This is an optimization exercise on Yosys and OpenROAD, whose aim is a short achievable clock period and few clock cycles, not a production implementation.
Only simulation tests tie the RTL to the original design; equivalence was not proved.
Power figures rest on the tool's default switching activity, not on a simulated workload.

==> design/flow/design.v <==
module zacwire_rx (
    input  wire        clk,
    input  wire        rst,
    input  wire [1:0]  cfg_profile,    
    input  wire [15:0] cfg_rate,       
    input  wire        ev_valid,
    input  wire [32:0] ev_word,
    input  wire        cmd_valid,
    input  wire [66:0] cmd_word,
    output wire        cmd_ready,
    output reg         rsp_valid,
    output reg  [34:0] rsp_word
);
    localparam [2:0] PH_IDLE     = 3'd0,
                     PH_START    = 3'd1,
                     PH_RECV     = 3'd2,
                     PH_PARITY   = 3'd3,
                     PH_COMPLETE = 3'd4,
                     PH_ERROR    = 3'd5;
    localparam [2:0] OP_BEGIN = 3'd0, OP_END = 3'd1, OP_TAKE = 3'd2,
                     OP_ISCONN = 3'd3, OP_READ = 3'd4;
    localparam [2:0] ST_OK = 3'd0, ST_NOTCONN = 3'd1, ST_MISREAD = 3'd2,
                     ST_BEGINFAIL = 3'd3, ST_BADOP = 3'd4;
    localparam [31:0] GAP_US = 32'd1000;
    localparam [3:0]  G1 = 4'd9;
    function [127:0] csa64;
        input [63:0] a, b, c;
        begin
            csa64 = {(((a & b) | (a & c) | (b & c)) << 1), (a ^ b ^ c)};
        end
    endfunction
    function [103:0] csa52;
        input [51:0] a, b, c;
        begin
            csa52 = {(((a & b) | (a & c) | (b & c)) << 1), (a ^ b ^ c)};
        end
    endfunction
    reg        rdy_q;
    reg        rst_q;
    reg        c0_v;
    reg [66:0] c0_w;
    reg        e0_v;
    reg [32:0] e0_w;
    reg [1:0]  prof_q;
    reg [15:0] rate_q;
    assign cmd_ready = rdy_q;
    always @(posedge clk) begin
        rdy_q  <= ~rst;
        rst_q  <= rst;
        c0_v   <= cmd_valid & rdy_q & ~rst;
        c0_w   <= cmd_word;
        e0_v   <= ev_valid & ~rst;
        e0_w   <= ev_word;
        prof_q <= cfg_profile;
        rate_q <= cfg_rate;
    end
    wire        prof14  = prof_q[0];
    wire        narrow  = prof_q[1];
    wire [3:0]  d_bits  = prof14 ? 4'd14 : 4'd13;
    wire [13:0] p_mask  = prof14 ? 14'h3FFF : 14'h07FF;
    wire [19:0] num_low = narrow ? (prof14 ? 20'd163830 : 20'd20470)
                                 : (prof14 ? 20'd819150 : 20'd102350);    
    reg [29:0]  rm_q;
    reg [543:0] km_q;
    integer k;
    always @(posedge clk) begin
        rm_q <= prof14 ? ({rate_q, 14'd0} - {14'd0, rate_q})
                       : ({3'd0, rate_q, 11'd0} - {14'd0, rate_q});
        for (k = 0; k < 16; k = k + 1)
            km_q[34*k +: 34] <= {4'd0, rm_q} * k;
    end
    reg [2:0]  phase;
    reg [3:0]  bit_pos;
    reg        par_acc;
    reg [13:0] acc;
    reg        last_edge_valid;
    reg [31:0] last_edge_ts;
    reg [10:0] threshold;
    reg [13:0] bb0, bb1;         
    reg        bv0, bv1;         
    reg [51:0] bps0, bps1;       
    reg [51:0] bpc0, bpc1;
    reg [21:0] ba0, ba1;         
    reg        bn0, bn1;         
    reg        vis_idx;
    reg        hb_valid;
    reg [31:0] hb_ts;
    reg        armed;
    wire [2:0]  op1   = c0_w[66:64];
    wire [31:0] now1  = c0_w[63:32];
    wire [31:0] tmo1  = c0_w[31:0];
    wire begin_ok = c0_v && (op1 == OP_BEGIN) && c0_w[0];
    wire end_cmd  = c0_v && (op1 == OP_END);
    wire        armed_c = begin_ok ? 1'b1 : (end_cmd ? 1'b0 : armed);
    wire [2:0]  phase_c = begin_ok ? PH_IDLE : phase;
    wire        lev_c   = begin_ok ? 1'b0 : last_edge_valid;
    wire        ev_rise  = e0_w[32];
    wire [31:0] ev_ts    = e0_w[31:0];
    wire [31:0] interval = ev_ts - last_edge_ts;
    wire        is_gap   = interval > GAP_US;
    wire        bit_val  = ({21'd0, threshold} > interval);
    wire [3:0]  bit_pos_inc = bit_pos + 4'd1;
    wire [13:0] acc_p  = acc & p_mask;
    wire [21:0] acc_pr = narrow ? ({2'd0, acc_p, 6'd0} + {6'd0, acc_p, 2'd0} + {7'd0, acc_p, 1'd0})
                                : ({1'd0, acc_p, 7'd0} + {2'd0, acc_p, 6'd0} + {5'd0, acc_p, 3'd0});
    wire        acc_neg = acc_pr < {2'd0, num_low};
    wire [21:0] acc_a   = acc_neg ? ({2'd0, num_low} - acc_pr) : (acc_pr - {2'd0, num_low});
    wire [51:0] pw = {38'd0, acc_p};
    wire [51:0] n0 = narrow ? (pw << 36) : (pw << 38);
    wire [51:0] n1 = narrow ? (pw << 30) : ~(pw << 36);
    wire [51:0] n2 = narrow ? (pw << 28) : ~(pw << 33);
    wire [51:0] n3 = narrow ? ~(pw << 26) : (pw << 31);
    wire [51:0] n4 = narrow ? (pw << 22) : (pw << 28);
    wire [51:0] n5 = narrow ? (pw << 20) : (pw << 24);
    wire [51:0] n6 = narrow ? (pw << 18) : ~(pw << 20);
    wire [51:0] n7 = narrow ? ~(pw << 16) : ~(pw << 17);
    wire [51:0] n8 = narrow ? (pw << 14) : ~(pw << 14);
    wire [51:0] n9 = narrow ? ~(pw << 10) : (pw << 12);
    wire [51:0] n10 = narrow ? 52'd3 : 52'd5;
    wire [103:0] pa1 = csa52(n0, n1, n2);
    wire [103:0] pa2 = csa52(n3, n4, n5);
    wire [103:0] pa3 = csa52(n6, n7, n8);
    wire [103:0] pb1 = csa52(pa1[51:0], pa1[103:52], pa2[51:0]);
    wire [103:0] pb2 = csa52(pa2[103:52], pa3[51:0], pa3[103:52]);
    wire [103:0] pc1 = csa52(pb1[51:0], pb1[103:52], pb2[51:0]);
    wire [103:0] pc2 = csa52(pb2[103:52], n9, n10);
    wire [103:0] pd1 = csa52(pc1[51:0], pc1[103:52], pc2[51:0]);
    wire [103:0] pe1 = csa52(pd1[51:0], pd1[103:52], pc2[103:52]);
    wire [51:0]  acc_ps = pe1[51:0];
    wire [51:0]  acc_pc = pe1[103:52];
    always @(posedge clk) begin
        if (rst_q) begin
            phase           <= PH_IDLE;
            bit_pos         <= 4'd0;
            par_acc         <= 1'b0;
            acc             <= 14'd0;
            last_edge_valid <= 1'b0;
            last_edge_ts    <= 32'd0;
            threshold       <= 11'd0;
            bb0             <= 14'd0;
            bb1             <= 14'd0;
            bv0             <= 1'b0;
            bv1             <= 1'b0;
            vis_idx         <= 1'b0;
            hb_valid        <= 1'b0;
            hb_ts           <= 32'd0;
            armed           <= 1'b0;
        end else begin
            armed           <= armed_c;
            phase           <= phase_c;
            last_edge_valid <= lev_c;
            if (e0_v && armed_c) begin
                if (!lev_c) begin
                    last_edge_ts    <= ev_ts;
                    last_edge_valid <= 1'b1;
                end else begin
                    last_edge_ts <= ev_ts;
                    if (is_gap) begin
                        phase   <= PH_START;
                        acc     <= 14'd0;
                        par_acc <= 1'b0;
                        bit_pos <= 4'd0;
                    end else if (ev_rise) begin
                        case (phase_c)
                            PH_START: begin
                                threshold <= interval[10:0] + {2'b00, threshold[10:2]};
                                phase     <= PH_RECV;
                            end
                            PH_RECV: begin
                                acc     <= {acc[12:0], bit_val} & (prof14 ? 14'h3FFF : 14'h1FFF);
                                par_acc <= par_acc ^ bit_val;
                                bit_pos <= bit_pos_inc;
                                if (bit_pos_inc == G1 || bit_pos_inc == d_bits)
                                    phase <= PH_PARITY;
                            end
                            PH_PARITY: begin
                                if (bit_val != par_acc) begin
                                    phase   <= PH_ERROR;
                                    vis_idx <= ~vis_idx;
                                    if (vis_idx) begin
                                        bb0 <= acc;
                                        bv0 <= 1'b0;
                                    end else begin
                                        bb1 <= acc;
                                        bv1 <= 1'b0;
                                    end
                                end else begin
                                    par_acc <= 1'b0;
                                    if (bit_pos == d_bits) begin
                                        vis_idx  <= ~vis_idx;
                                        if (vis_idx) begin
                                            bb0 <= acc;
                                            bv0 <= 1'b1;
                                        end else begin
                                            bb1 <= acc;
                                            bv1 <= 1'b1;
                                        end
                                        hb_valid <= 1'b1;
                                        hb_ts    <= ev_ts;
                                        phase    <= PH_COMPLETE;
                                    end else begin
                                        phase <= PH_RECV;
                                    end
                                end
                            end
                            default: ;
                        endcase
                    end
                end
            end
        end
    end
    wire publish = e0_v && armed_c && lev_c && !is_gap && ev_rise &&
                   (phase_c == PH_PARITY) && (bit_val == par_acc) && (bit_pos == d_bits);
    always @(posedge clk) begin
        if (publish && vis_idx) begin
            bps0 <= acc_ps;
            bpc0 <= acc_pc;
            ba0  <= acc_a;
            bn0  <= acc_neg;
        end
        if (publish && !vis_idx) begin
            bps1 <= acc_ps;
            bpc1 <= acc_pc;
            ba1  <= acc_a;
            bn1  <= acc_neg;
        end
    end
    wire [13:0] v_bits  = vis_idx ? bb1 : bb0;
    wire        v_valid = vis_idx ? bv1 : bv0;
    wire [51:0] v_ps    = vis_idx ? bps1 : bps0;
    wire [51:0] v_pc    = vis_idx ? bpc1 : bpc0;
    wire [21:0] v_a     = vis_idx ? ba1 : ba0;
    wire        v_neg   = vis_idx ? bn1 : bn0;
    wire [63:0] mr0 = {30'd0, km_q[34*now1[ 3: 0] +: 34]};
    wire [63:0] mr1 = {30'd0, km_q[34*now1[ 7: 4] +: 34]} << 4;
    wire [63:0] mr2 = {30'd0, km_q[34*now1[11: 8] +: 34]} << 8;
    wire [63:0] mr3 = {30'd0, km_q[34*now1[15:12] +: 34]} << 12;
    wire [63:0] mr4 = {30'd0, km_q[34*now1[19:16] +: 34]} << 16;
    wire [63:0] mr5 = {30'd0, km_q[34*now1[23:20] +: 34]} << 20;
    wire [63:0] mr6 = {30'd0, km_q[34*now1[27:24] +: 34]} << 24;
    wire [63:0] mr7 = {30'd0, km_q[34*now1[31:28] +: 34]} << 28;
    wire [127:0] ma1 = csa64(mr0, mr1, mr2);
    wire [127:0] ma2 = csa64(mr3, mr4, mr5);
    wire [127:0] mb1 = csa64(ma1[63:0], ma1[127:64], ma2[63:0]);
    wire [127:0] mb2 = csa64(ma2[127:64], mr6, mr7);
    wire [127:0] mc1 = csa64(mb1[63:0], mb1[127:64], mb2[63:0]);
    wire [127:0] md1 = csa64(mc1[63:0], mc1[127:64], mb2[127:64]);
    wire [11:0] s11  = {1'b0, v_a[21:11]} + {1'b0, v_a[10:0]};
    wire        g11a = s11 >= 12'd2047;
    wire        g11b = s11 >= 12'd4094;
    wire [10:0] r11  = g11b ? 11'd0 : (g11a ? (s11[10:0] - 11'd2047) : s11[10:0]);
    wire [7:0]  q11  = v_a[18:11] + (g11b ? 8'd2 : (g11a ? 8'd1 : 8'd0));
    wire [14:0] s14  = {7'd0, v_a[21:14]} + {1'b0, v_a[13:0]};
    wire        g14  = s14 >= 15'd16383;
    wire [13:0] r14  = g14 ? (s14[13:0] - 14'd16383) : s14[13:0];
    wire [7:0]  q14  = v_a[21:14] + {7'd0, g14};
    wire [7:0]  fq   = prof14 ? q14 : q11;
    wire [13:0] fr   = prof14 ? r14 : {3'd0, r11};
    wire        fqz  = (fq == 8'd0);
    wire [13:0] head = fqz ? fr : {6'd0, fq};
    reg  [3:0]  hw;
    integer j;
    always @(*) begin
        hw = 4'd0;
        for (j = 0; j < 14; j = j + 1)
            if (head[j]) hw = j[3:0];
    end
    wire [32:0] fg   = prof14 ? {fr, fr, fr[13:9]} : {fr[10:0], fr[10:0], fr[10:0]};
    wire [7:0]  fexp = fqz ? (8'd127 + {4'd0, hw} - (prof14 ? 8'd14 : 8'd11)) : (8'd127 + {4'd0, hw});
    reg         s2_v;
    reg [2:0]   s2_op;
    reg         s2_att;
    reg         s2_vv;
    reg [13:0]  s2_vb;
    reg         s2_hbv;
    reg [31:0]  s2_el;
    reg [41:0]  s2_T;
    reg [31:0]  s2_now;
    reg [51:0]  s2_P;
    reg [63:0]  s2_as, s2_ac;
    reg         s2_neg;
    reg [13:0]  s2_head;
    reg [3:0]   s2_sh;
    reg [32:0]  s2_g;
    reg [7:0]   s2_exp;
    reg         s2_rnz;
    always @(posedge clk) begin
        s2_v    <= c0_v & ~rst;
        s2_op   <= op1;
        s2_att  <= c0_w[0];
        s2_vv   <= v_valid;
        s2_vb   <= v_bits;
        s2_hbv  <= hb_valid;
        s2_el   <= now1 - hb_ts;
        s2_T    <= {tmo1, 10'd0} - {6'd0, tmo1, 4'd0} - {7'd0, tmo1, 3'd0};
        s2_now  <= now1;
        s2_P    <= v_ps + v_pc;
        s2_as   <= md1[63:0];
        s2_ac   <= md1[127:64];
        s2_neg  <= v_neg;
        s2_head <= head;
        s2_sh   <= 4'd13 - hw;
        s2_g    <= fg;
        s2_exp  <= fexp;
        s2_rnz  <= (fr != 14'd0);
    end
    reg         rep_valid;
    reg [63:0]  rep_u;       
    reg [63:0]  rep_w;       
    reg [31:0]  rep_now;
    wire [63:0] wrap = {2'd0, rm_q, 32'd0};    
    wire connected2 = s2_hbv && ({10'd0, s2_el} <= s2_T);
    wire [63:0]  pz  = {12'd0, s2_P};
    wire [127:0] ua  = csa64(pz, ~s2_as, ~s2_ac);
    wire [63:0]  u_k = ua[63:0] + ua[127:64] + 64'd2;
    wire [127:0] va  = csa64(~pz, ~s2_as, ~s2_ac);
    wire [63:0]  w_k = va[63:0] + va[127:64] + 64'd3;
    wire [127:0] xu_a = csa64(ua[63:0], ua[127:64], ~rep_u);
    wire [63:0]  xu0  = xu_a[63:0] + xu_a[127:64] + 64'd2;
    wire [127:0] xu_b = csa64(xu_a[63:0], xu_a[127:64], ~wrap);
    wire [63:0]  xu1  = xu_b[63:0] + xu_b[127:64] + 64'd3;
    wire [127:0] xw_a = csa64(va[63:0], va[127:64], ~rep_w);
    wire [63:0]  xw0  = xw_a[63:0] + xw_a[127:64] + 64'd3;
    wire [127:0] xw_b = csa64(xw_a[63:0], xw_a[127:64], ~wrap);
    wire [63:0]  xw1  = xw_b[63:0] + xw_b[127:64] + 64'd4;
    wire         wrapped = s2_now < rep_now;
    wire         implausible = rep_valid &&
                               (wrapped ? (!xu1[63] || !xw1[63]) : (!xu0[63] || !xw0[63]));
    wire is_read  = s2_v && (s2_op == OP_READ);
    wire read_ok  = is_read && connected2 && s2_vv && !implausible;
    wire [46:0] fy     = {s2_head, s2_g} << s2_sh;
    wire [23:0] mant   = fy[46:23];
    wire        rnd    = fy[22];
    wire        rnd_up = rnd && (s2_rnz || mant[0]);
    wire [24:0] mant_r = {1'b0, mant} + {24'd0, rnd_up};
    wire [7:0]  exp_f  = mant_r[24] ? s2_exp + 8'd1 : s2_exp;
    wire [22:0] frac_f = mant_r[24] ? mant_r[23:1] : mant_r[22:0];
    wire [31:0] fp_val = {s2_neg, exp_f, frac_f};
    always @(posedge clk) begin
        if (rst) begin
            rep_valid <= 1'b0;
        end else if (read_ok) begin
            rep_valid <= 1'b1;
        end
        if (read_ok) begin
            rep_u   <= u_k;
            rep_w   <= w_k;
            rep_now <= s2_now;
        end
    end
    always @(posedge clk) begin
        rsp_valid <= s2_v & ~rst;
        case (s2_op)
            OP_BEGIN:  rsp_word <= s2_att ? {ST_OK, 32'd0} : {ST_BEGINFAIL, 32'd0};
            OP_END:    rsp_word <= {ST_OK, 32'd0};
            OP_TAKE:   rsp_word <= {ST_OK, s2_vv, 17'd0, s2_vb};
            OP_ISCONN: rsp_word <= {ST_OK, 31'd0, connected2};
            OP_READ: begin
                if (!connected2)
                    rsp_word <= {ST_NOTCONN, 32'd0};
                else if (!s2_vv || implausible)
                    rsp_word <= {ST_MISREAD, 32'd0};
                else
                    rsp_word <= {ST_OK, fp_val};
            end
            default:   rsp_word <= {ST_BADOP, 32'd0};
        endcase
    end
endmodule
==> design/flow/run.sh <==
#!/bin/bash
# synth_recipe.tcl (not shown) runs the flow's synth.tcl, then flattens the netlist and writes it again
# the make line also repeats each setting of config.mk as NAME=value (left out here)
make -C /OpenROAD-flow-scripts/flow DESIGN_CONFIG=/design/flow/config.mk WORK_HOME=/design/flow/orfs CLKGATE_MAP_FILE= SYNTH_SCRIPT=/design/flow/synth_recipe.tcl finish
==> design/flow/config.mk <==
export PLATFORM = sky130hd
export DESIGN_NAME = zacwire_rx
export DESIGN_NICKNAME = zacwire_rx
export VERILOG_FILES = /design/flow/design.v
export SDC_FILE = /design/flow/constraint.sdc
export NUM_CORES = 4
export LEC_CHECK = 0
export CAP_MARGIN = 20
export CORE_MARGIN = 2
export CORE_UTILIZATION = 40
export PLACE_DENSITY = 0.6
export SLEW_MARGIN = 20
==> design/flow/constraint.sdc <==
create_clock -name core_clock -period 20.0 [get_ports {clk}]
set_input_delay 4.0000 -clock core_clock [delete_from_list [all_inputs] [get_ports {clk}]]
set_output_delay 4.0000 -clock core_clock [all_outputs]
set_load 0.01 [all_outputs]
==> results.json, run 1 <==
{
  "status": "no timing/DRC/antenna violations",
  "clockRootBuffer": "clkbuf_16",
  "crit_top_cell": "ha_1",
  "synth.mux.area_fraction_pct": 20.6,
  "crit_path_end_kind": "register",
  "drive_gt1_share_pct": 15.0,
  "cts_tree": "yes",
  "peakVddDrop_v": 0.000255,
  "hp-start": "hb_valid",
  "cts_made_buffers": 160,
  "cts.clk_slew.worst_paths_ns": 0.06,
  "io_pins": 159,
  "cts_setup_buffers": 0,
  "hold_slack_ns": 0.353,
  "path_class": "register to register",
  "async_reset_ff_share_pct": 0,
  "grt_use_total_pct": 25.0,
  "hold_violations": 0,
  "cts_resized": 0,
  "maxSlewViolCount": 0,
  "vias_per_cell": 5.94,
  "fp.dieH_microns": 580,
  "yosys.area_share.simple_pct": 7.60,
  "worstSetupStartpoint": "vis_idx",
  "path_max_fanout": 43,
  "grt_pass1_vias": 99900,
  "vias": 101000,
  "routabilityCongestion": 0.970,
  "synth.distinct_cells": 106,
  "antenna_found_initial": 55,
  "wl_per_cell_microns": 25.1,
  "ys_seq_area_share_pct": 22.0,
  "reg2reg_from": "vis_idx",
  "dpl.hpwl_microns": 327000,
  "finClkSkew_ns": 0.142,
  "ant_nets": 0,
  "critPathBufInv": 2,
  "fin_crit_sh_pct": 52.5,
  "area_growth_pct": 8.64,
  "dieArea_sq_um": 336000,
  "cts_hold_buf": 0,
  "clockBufferDepth": 4,
  "start_util_pct": 40.2,
  "drtPass1Iterations": 8,
  "syn-cell-area_sq_um": 133000,
  "grt_max_degree": 110,
  "ys_ff_latch": 1273,
  "core_sq_um": 330000,
  "power.total_w": 0.0266,
  "synth_top_family_by_area": "adder cells",
  "slowest_delay_ns": 0.73,
  "tns_ns": 0,
  "maxCapViolations": 0,
  "holdCritPathClass": "register to register",
  "path_delay_family": "simple AND/OR/NAND/NOR gates",
  "arrival_ns": 11.24,
  "avgSynthCellArea_sq_um": 10.4,
  "synth_edf_count": 367,
  "drt-initial-drc-count": 11000,
  "post-route-util_pct": 43.7,
  "ys_warn_count": 1,
  "routed_wl_microns": 428000,
  "fmax_mhz": 95.3,
  "grt_use_met3_pct": 6.22,
  "met2_usage_pct": 38.1,
  "ys.flop_type": "dfxtp_1",
  "drc_errors": 0,
  "layout_setup_ws_ns": 9.51,
  "grt_pass1_wl_microns": 644000,
  "rows": 211,
  "finalCriticalPeriod_ns": 10.49,
  "htree_levels": 4,
  "worstSkewPairLatency_ns": 0.90,
  "pre_cts_ws_ns": 9.55,
  "synth-xor-area-share_pct": 3.85,
  "grt_most_used_layer": "met2",
  "grt_overflow": 0,
  "ff2ff_setup_slack_ns": 9.51,
  "cp_slowest_cell": "or4b_1",
  "clkSinkCount": 1273,
  "setup_violations": 0,
  "cp.required_ns": 20.75,
  "use_met1_pct": 33.7,
  "worst_pin_slew_ns": 1.14,
  "fin_nets": 15000,
  "rsz0062_at_grt": "false",
  "p_leak_nw": 63.3,
  "dieWidth_microns": 580,
  "synth-compound-area-share_pct": 11.8,
  "syn-instance-count": 12700,
  "synth-adder-area-share_pct": 26.9,
  "port_buffers": 158,
  "powerDensity_nw_per_um2": 184,
  "critPathLaunchType": "register",
  "relSlewSlack_pct": 23.4
}
## per-stage QoR
step                cell area, sq um  cells
floorplan                     133000  12700
global placement              139000  16700
detailed placement            139000  16700
CTS                           144000  17000
global route                  144000  17000
finish                        144000  17000
## worst reg2reg max path: cells and delay by family (launching register included)
| kind | cells | cell delay [ns] |
|---|---|---|
| simple gates | 9 | 3.49 |
| compound gates | 11 | 3.04 |
| fa+ha+maj | 4 | 1.13 |
| mux | 3 | 0.98 |
| buf+inv | 2 | 0.73 |
| flops | 1 | 0.69 |
| xor+xnor | 2 | 0.32 |
## cells by family after synthesis
family / Yosys count
and+or+nand+nor: 2065
other: 2
buffers and inverters: 2554
xor gates and xnor gates: 584
muxes: 1478
AOI/OAI and AO/OA: 2379
DFF: 1273
adders and majority gates: 2387
## synthesized netlist by cell type, types with 139 or more instances
master	instances	area, sq um
dfxtp_1	906	18100
fa_1	770	15400
edfxtp_1	367	11000
o21ai_0	400	2000
xor2_1	176	1540
ha_1	1616	20200
nand2_1	561	2110
a21oi_1	705	3530
nor2_1	530	1990
clkbuf_1	554	2080
inv_1	1828	6860
mux2_2	321	3610
xnor2_1	408	3570
mux2i_1	191	1910
a21o_1	308	2310
nand3_1	139	696
a22o_1	166	1450
mux4_2	955	21500
nand4_1	141	882
nor3_1	149	746
## per-layer routing
| layer | share of wire (%) | wire [microns] |
|---|---|---|
| met1 | 41 | 176000 |
| met2 | 44 | 187000 |
| met3 | 10 | 43900 |
| met4 | 4.9 | 20800 |
| met5 | 0.11 | 483 |
## report_power, final
| part | total [W] | switching [W] | internal [W] |
|---|---|---|---|
| clock | 0.00299 | 0.00126 | 0.00172 |
| combinational | 0.0191 | 0.0110 | 0.00813 |
| sequential | 0.00443 | 0.000960 | 0.00347 |
## final timing paths
| path | to | depth (start not counted) |
|---|---|---|
| hold / removal | s2_hbv | 0 |
| hold reg to reg | s2_hbv | 0 |
| setup / recovery | s2_exp[7] | 31 |
| setup reg to reg | s2_exp[7] | 31 |
## cells in the final DEF (no fill, tap or decap), types with 35 or more instances in the layout
cell type        instances
a211oi_1                60
a21o_1                 307
a21oi_1                703
a221oi_1                35
a22o_1                 166
a31o_2                  37
a31oi_1                 64
and2_1                  61
and3_1                  60
buf_4                  205
clkbuf_16              164
clkdlybuf4s50_1        158
dfxtp_1                869
edfxtp_1               367
fa_1                   770
ha_1                  1616
inv_1                 1827
mux2_2                 321
mux2i_1                191
mux4_2                 955
nand2_1                561
nand2b_1                95
nand3_1                139
nand4_1                141
nor2_1                 528
nor2b_1                 92
nor3_1                 149
nor4_1                  45
o211ai_1                45
o21a_1                  93
o21ai_0                400
o21bai_1                76
o31ai_1                 76
or3_1                   49
xnor2_1                408
xor2_1                 176
## area by class of cell
| cell class | count | area, sq um |
|---|---|---|
| well taps | 4366 | 5460 |
| clock buffers | 204 | 4360 |
| inverters | 1835 | 6890 |
| clock inverters | 80 | 896 |
| multi-input cells | 8902 | 94000 |
| flip-flops and latches | 1273 | 29300 |
| repair buffers | 368 | 3230 |
| fillers | 31200 | 186000 |
| diodes | 17 | 42.5 |
## sequential cells by signal (all words and copies together), names as in the netlist, 33 cells and up
name	flops
rsp_word	35
s2_as	62
e0_w	33
rep_u	64
c0_w	67
bps0	42
bpc0	41
s2_T	39
s2_ac	52
bps1	41
bpc1	41
rep_w	63
km_q	247
s2_P	48
Testbench counts, summed over its fixed seeds: cycles 31,646.
==> run 2: changes to the inputs <==
==> design/flow/flow/run.sh (new file) <==
#!/bin/bash
# Standard ORFS layout, with the resizer asked to keep SETUP_SLACK_MARGIN ns of
# setup slack at the design's clock (the SDC is unchanged).
set -euo pipefail
bash standard.sh SETUP_SLACK_MARGIN=14 finish > standard_flow.log 2>&1
==> design/flow/standard.sh (new file) <==
#!/bin/bash
# synth_recipe.tcl (not shown) runs the flow's synth.tcl, then flattens the netlist and writes it again
# the make line also repeats each setting of config.mk as NAME=value (left out here)
make -C /OpenROAD-flow-scripts/flow DESIGN_CONFIG=/design/flow/config.mk WORK_HOME=/design/flow/orfs CLKGATE_MAP_FILE= SYNTH_SCRIPT=/design/flow/synth_recipe.tcl "${@:-finish}"
--- a/design/flow/config.mk
+++ b/design/flow/config.mk
@@ -7,2 +7,3 @@
 export LEC_CHECK = 0
+export ABC_CLOCK_PERIOD_IN_PS = 4000
 export CAP_MARGIN = 20
removed: design/flow/run.sh
==> run 2 against run 1 <==
Still clean on timing, DRC and antenna; sequential power decreased by 0.9%; via count increased by 2.1%; first-iteration DRC count decreased by 1.7%; cell area increased by 3.8%; clock power increased by 3%; sequential cell count unchanged; cell count increased by 1.3%; setup slack improved by 3.1 ns; largest power group unchanged.
==> results.json, run 2 <==
{
  "status": "no timing/DRC/antenna violations",
  "cts_made_buffers": 163,
  "tns_ns": 0,
  "holdCritPathClass": "register to register",
  "relSlewSlack_pct": 17.9,
  "synth_edf_count": 367,
  "ys.flop_type": "dfxtp_1",
  "grt_pass1_wl_microns": 671000,
  "grt_use_total_pct": 26.3,
  "worst_pin_slew_ns": 1.23,
  "antenna_found_initial": 29,
  "fillCellCount": 30600,
  "layout_common_cells": "1784 x inv_1, 1554 x ha_1, 955 x mux4_2, 834 x dfxtp_1, 740 x fa_1",
  "fin_crit_sh_pct": 36.9,
  "finalCriticalPeriod_ns": 7.38,
  "finClkSkew_ns": 0.103,
  "synth_top_area_share_pct": 16.2,
  "multiInputGateArea_sq_um": 96500,
  "top_register": "km_q",
  "final_common_cell": "inv_1",
  "port_buffers": 158,
  "io_pins": 159,
  "ys_warn_count": 1,
  "drc_errors": 0,
  "hold_violations": 0,
  "cp_slowest_cell": "nor4_4",
  "setup_violations": 0,
  "slowest_delay_ns": 0.38,
  "largest_register_ff_count": 247,
  "cts_tree": "yes",
  "routabilityCongestion": 1.01,
  "drive_gt1_share_pct": 19.4,
  "powerDensity_nw_per_um2": 184,
  "grt_overflow": 0,
  "p_leak_nw": 65.1,
  "syn-cell-area_sq_um": 133000,
  "yosys.cell_count.top_type": "inv_1",
  "path_class": "register to register",
  "critPathLaunchType": "register",
  "drtPass1Iterations": 6,
  "largestRegisters": "km_q x247, c0_w x67, rep_u x64",
  "area_growth_pct": 12.8,
  "power.total_w": 0.0275,
  "rsz0062_at_grt": "true",
  "peakVddDrop_v": 0.000230,
  "postPlaceCellArea_sq_um": 139000,
  "cp.required_ns": 20.80,
  "crit_path_end_kind": "register",
  "dieWidth_microns": 580,
  "vias": 103000,
  "core_sq_um": 330000,
  "start_util_pct": 40.2,
  "arrival_ns": 8.18,
  "fp.dieH_microns": 580,
  "syn-instance-count": 12700,
  "grt_max_degree": 107,
  "synth-adder-area-share_pct": 26.9,
  "synth-xor-area-share_pct": 3.85,
  "avgSynthCellArea_sq_um": 10.4,
  "maxSlewViolCount": 0,
  "ys_ff_latch": 1273,
  "worstSkewPairLatency_ns": 0.88,
  "ys_seq_area_share_pct": 22.0,
  "final_area_sq_um": 150000,
  "ant_nets": 0,
  "seqCellArea_sq_um": 29300,
  "synth.mux.area_fraction_pct": 20.6,
  "async_reset_ff_share_pct": 0,
  "fmax_mhz": 135,
  "htree_levels": 4,
  "rows": 211,
  "synth_top_family_by_area": "adder cells",
  "clockRootBuffer": "clkbuf_16",
  "clkSinkCount": 1273,
  "vias_per_cell": 5.99,
  "yosys.area.top_type": "mux4_2",
  "grt_pass1_vias": 102000,
  "placed_cells": 16700,
  "maxCapViolations": 0,
  "cts.clk_slew.worst_paths_ns": 0.06,
  "drt-initial-drc-count": 10900,
  "synth_area_leaders": "mux4_2 16%, ha_1 15%, dfxtp_1 14%",
  "synth_common_cells": "1828 x inv_1, 1616 x ha_1, 955 x mux4_2",
  "dieArea_sq_um": 336000,
  "synth-compound-area-share_pct": 11.8,
  "clockBufferDepth": 4,
  "wl_per_cell_microns": 26.2,
  "fin_nets": 15300,
  "dpl.hpwl_microns": 332000,
  "synth.distinct_cells": 106,
  "final_cells": 17300,
  "path_max_fanout": 6,
  "routed_wl_microns": 452000,
  "yosys.area_share.simple_pct": 7.60
}
-- run 2: layout make-up --
class / instances / area share (%)
repair buffers: 581 / 4.00
clock inverters: 82 / 0.549
repair inverters: 1 / 0.00418
inverters: 1835 / 4.62
well taps: 4366 / 3.65
clock buffers: 206 / 3.10
flip-flops and latches: 1273 / 19.6
multi-input cells: 8905 / 64.5
diodes: 11 / 0.0184
-- run 2: per-stage QoR --
step / worst slack (ns) / util (%) / hold WS [ns]
6_report: 12.62 / 45.3 / 0.354
5_1_grt: 12.32 / 45.3 / 0.355
4_1_cts: 12.73 / 44.8 / 0.354
3_5_place_dp: 10.73 / 42.1 / 0.342
3_3_place_gp: 10.76 / 42.1 / 0.340
2_1_floorplan: 12.49 / - / 0.329
-- run 2: worst paths after layout --
path	startpoint	end	slack [ns]	cells after the start
hold reg to reg	hb_valid	s2_hbv	0.35	0
setup / recovery	vis_idx	s2_exp[7]	12.62	35
hold / removal	hb_valid	s2_hbv	0.35	0
setup reg to reg	vis_idx	s2_exp[7]	12.62	35
-- run 2: kinds of logic after synthesis --
| family | count (synthesis) |
|---|---|
| buf+inv | 2554 |
| xor+xnor | 584 |
| mux | 1478 |
| other cells | 2 |
| compound gates | 2379 |
| simple gates | 2065 |
| fa+ha+maj | 2387 |
| flops | 1273 |
-- run 2: report_power, final --
part | switching [W] | internal [W]
Sequential | 0.000911 | 0.00347
Clock | 0.00127 | 0.00181
Combinational | 0.0115 | 0.00855
-- run 2: repair_timing --
action,in CTS,in global routing
hold buffers,0,0
resized for setup,367,221
hold endpoints to repair,0,0
cloned,27,4
pin swaps,135,119
setup endpoints to repair,425,383
setup buffers,125,68
-- run 2: layer usage --
layer,GRT usage (%),vias to the layer above,share of wire [%]
li1,-,45700,-
met1,34.4,51100,40
met2,41.1,5351,45
met3,6.16,1297,9.5
met4,12.0,28,5.6
met5,0.0283,-,0.042
-- run 2: critical path: cells and delay by family (launching register included) --
family	cells	cell delay [ns]
AO/OA/AOI/OAI	10	2.25
AND/OR/NAND/NOR	11	1.86
multiplexers	3	0.90
adder cells (fa/ha/maj)	4	0.90
buffers and inverters	5	0.72
flip-flops	1	0.36
XOR/XNOR	2	0.31

re-timing with driven ports:
The results above use ideal ports. As a check the final layouts listed here were re-extracted and re-timed, cells and wires unchanged. Step 1 (the two cells are an assumption about what drives the block):
set clk [get_ports {clk}]
set_driving_cell -lib_cell sky130_fd_sc_hd__clkbuf_16 $clk
set_driving_cell -lib_cell sky130_fd_sc_hd__buf_2 [delete_from_list [all_inputs] $clk]
Step 2 adds t to the input delays and takes it off the output delays; t is the mean of the earliest and latest rising clock arrival at the registers after step 1. Input paths then give back, and output paths get back, about the clock's delay inside the block. Slacks: no drivers / after step 1 / after step 2; pairs: no drivers / after step 1.
| run | t (ns) | setup slack, ns | latest minus earliest clock arrival (ns) | worst slew at a driven data input, ns |
|---|---|---|---|---|
| run 1 | 0.935 | 9.509 / 9.509 / 9.509 | 0.142 / 0.142 | 0.09 |
| run 2 | 0.940 | 12.619 / 12.619 / 12.619 | 0.105 / 0.104 | 0.31 |
After both steps setup and hold are still met in every run listed.
